From an optimization exercise on the open Yosys and OpenROAD flow, aimed at small area, a short achievable clock period and few clock cycles; shortcuts taken in it are not production practice.
Power and IR drop assume default switching activity.

==> build 26 <==
==> flow/design.v (excerpt) <==
module hlfc_tx (
    input  wire        clk,
    input  wire        rst,
    input  wire        cmd_valid,
    output wire        cmd_ready,
    input  wire        cmd_write,
    input  wire [7:0]  cmd_unit,
    input  wire [3:0]  cmd_area,
    input  wire [7:0]  cmd_bank,
    input  wire [15:0] cmd_begin,
    input  wire [15:0] cmd_count,
    output wire        sts_valid,
    output wire [7:0]  sts_code,
    input  wire        wd_valid,
    output wire        wd_ready,
    input  wire [15:0] wd_data,
    output wire        tx_valid,
    input  wire        tx_ready,
    output wire [7:0]  tx_data,
    output wire        tx_last
);
export LEC_CHECK = 0
export CAP_MARGIN = 20
export CORE_MARGIN = 2
export CORE_UTILIZATION = 50
export CTS_BUF_LIST = sky130_fd_sc_hd__clkbuf_8
export SLEW_MARGIN = 20
create_clock -name core_clock -period 12.0 [get_ports {clk}]
standard.sh (not shown) runs the stock make flow with config.mk's settings and CLKGATE_MAP_FILE= SYNTH_SCRIPT=/design/flow/synth_recipe.tcl, a recipe that flattens the netlist after the stock synthesis.
==> flow/flow/run.sh <==
#!/bin/bash
# Own layout flow: the standard ORFS flow (standard.sh), with these changes to
# how the layout is made:
#  - the port buffers that ORFS inserts on every input and output are buf_2 cells
#    instead of the default choice (a slow delay buffer);
#  - repair_timing (floorplan, CTS and global-route stages) works towards a setup
#    slack margin, so it sizes up the gates of paths that are far slower than they
#    need to be, and may size a cell to one with another footprint.
# The clock period, the SDC, synthesis, floorplan, power grid and tap cells are the
# standard flow's. Every tool's output goes to a log in this folder (and ORFS keeps
# its own per-step logs under orfs/logs).
set -euo pipefail
export BUFFER_PORTS_ARGS="-buffer_cell sky130_fd_sc_hd__buf_2"
export SETUP_SLACK_MARGIN="8.6"
bash standard.sh MATCH_CELL_FOOTPRINT=0 finish > standard_flow.log 2>&1
==> inputs of build 92, as changes to build 26 <==
==> flow/flow/run.sh (replaced) <==
#!/bin/bash
# Own layout flow: the standard ORFS flow (standard.sh), with two changes to how
# the layout is made:
#  - the port buffers that ORFS inserts on every input and output are buf_2 cells
#    instead of the default choice (a slow delay buffer);
#  - repair_timing (floorplan, CTS and global-route stages) works towards a setup
#    slack margin, so it sizes up the gates of paths that are far slower than they
#    need to be.
# The clock period, the SDC, synthesis, floorplan, power grid and tap cells are the
# standard flow's. Every tool's output goes to a log in this folder (and ORFS keeps
# its own per-step logs under orfs/logs).
set -euo pipefail
export BUFFER_PORTS_ARGS="-buffer_cell sky130_fd_sc_hd__buf_2"
export SETUP_SLACK_MARGIN="${OWN_SETUP_MARGIN:-8.4}"
bash standard.sh > standard_flow.log 2>&1
==> inputs of build 37, as changes to build 26 <==
--- a/flow/flow/run.sh
+++ b/flow/flow/run.sh
@@ -2,5 +2,5 @@
 # Own layout flow: the standard ORFS flow (standard.sh), with these changes to
 # how the layout is made:
-#  - the port buffers that ORFS inserts on every input and output are buf_2 cells
+#  - the port buffers that ORFS inserts on every input and output are buf_1 cells
 #    instead of the default choice (a slow delay buffer);
 #  - repair_timing (floorplan, CTS and global-route stages) works towards a setup
@@ -11,5 +11,5 @@
 # its own per-step logs under orfs/logs).
 set -euo pipefail
-export BUFFER_PORTS_ARGS="-buffer_cell sky130_fd_sc_hd__buf_2"
+export BUFFER_PORTS_ARGS="-buffer_cell sky130_fd_sc_hd__buf_1"
 export SETUP_SLACK_MARGIN="8.6"
 bash standard.sh MATCH_CELL_FOOTPRINT=0 finish > standard_flow.log 2>&1
==> summary.txt <==
In build 37 the core utilization is higher than in build 92, by 1.5 points.
Sequential power: build 37 is lower than build 26 (about 0.9%).
Of build 37 and build 92, build 37 has the higher clock power (gap about 2%, measured against build 92).
Register-to-register slack, highest first: build 37, build 92, build 26.
Between build 37 and build 26, the lower total power is in build 37 (gap about 1.7%, measured against build 26).
The lowest hold slack belongs to build 37, the highest to build 92.
Synthesized cell count is the same in build 37 and build 26.
==> figures <==
metric                                                                           build 92        build 26        build 37
M2 GR Usage                                                                         46.2%           47.8%           46.0%
Buffers inserted during post-CTS setup optimization                                     5              13              10
Worst Max-Slew Pin Slew                                                           1050 ps         1030 ps         1160 ps
Met3 Routed Length                                                                1330 µm         1370 µm         1330 µm
Final area over synthesized area                                                   1.109x          1.157x          1.139x
Skew final                                                                        14.6 ps         9.31 ps         14.3 ps
Total half-perimeter wirelength after legalization and detailed placement       13,700 µm       13,900 µm       13,500 µm
Met1 Resource Use GR                                                                41.6%           41.4%           42.1%
RePlAce Congestion                                                                  0.974           0.970           0.964
Fraction of final layout cells sized beyond drive strength 1                        18.6%           22.1%           12.5%
Power density cells                                                            219 nW/µm²      219 nW/µm²      219 nW/µm²
Share of the core filled with cells                                                 56.5%           58.9%           58.0%
M3 GR Usage                                                                         4.34%           5.35%           4.18%
Result of the run                                                          finished clean  finished clean  finished clean
Delay contributed by the slowest stage of the critical path                        510 ps          500 ps          520 ps
No functional check of the RTL was part of any run of this note.

[what the ideal ports hide]
How much do the figures lean on ideal ports? The routed layouts below were timed once more, with nothing changed but the port constraints.
Step 1, drivers: a clkbuf_16 drives clk and a buf_2 each remaining input, both assumed.
Step 2 moves the port delays by t, midway between the first and last clock arrival at a register: inputs arrive t later, outputs are due t later. That takes back most of the time a late clock gives input paths.
Three values: no drivers, after step 1, after step 2; two values: the first two.
| run | t (ns) | setup WS [ns] | worst slew at a driven data input, ns |
|---|---|---|---|
| build 26 | 0.401 | 8.034 / 8.048 / 7.647 | 0.06 |
| build 92 | 0.397 | 8.056 / 8.068 / 7.672 | 0.04 |
| build 37 | 0.402 | 8.104 / 8.109 / 7.707 | 0.05 |
After both steps every run listed still meets setup and hold. The setup slack of build 37, which loses most, moves by +0.005 ns with the drivers and by -0.397 ns with both steps.
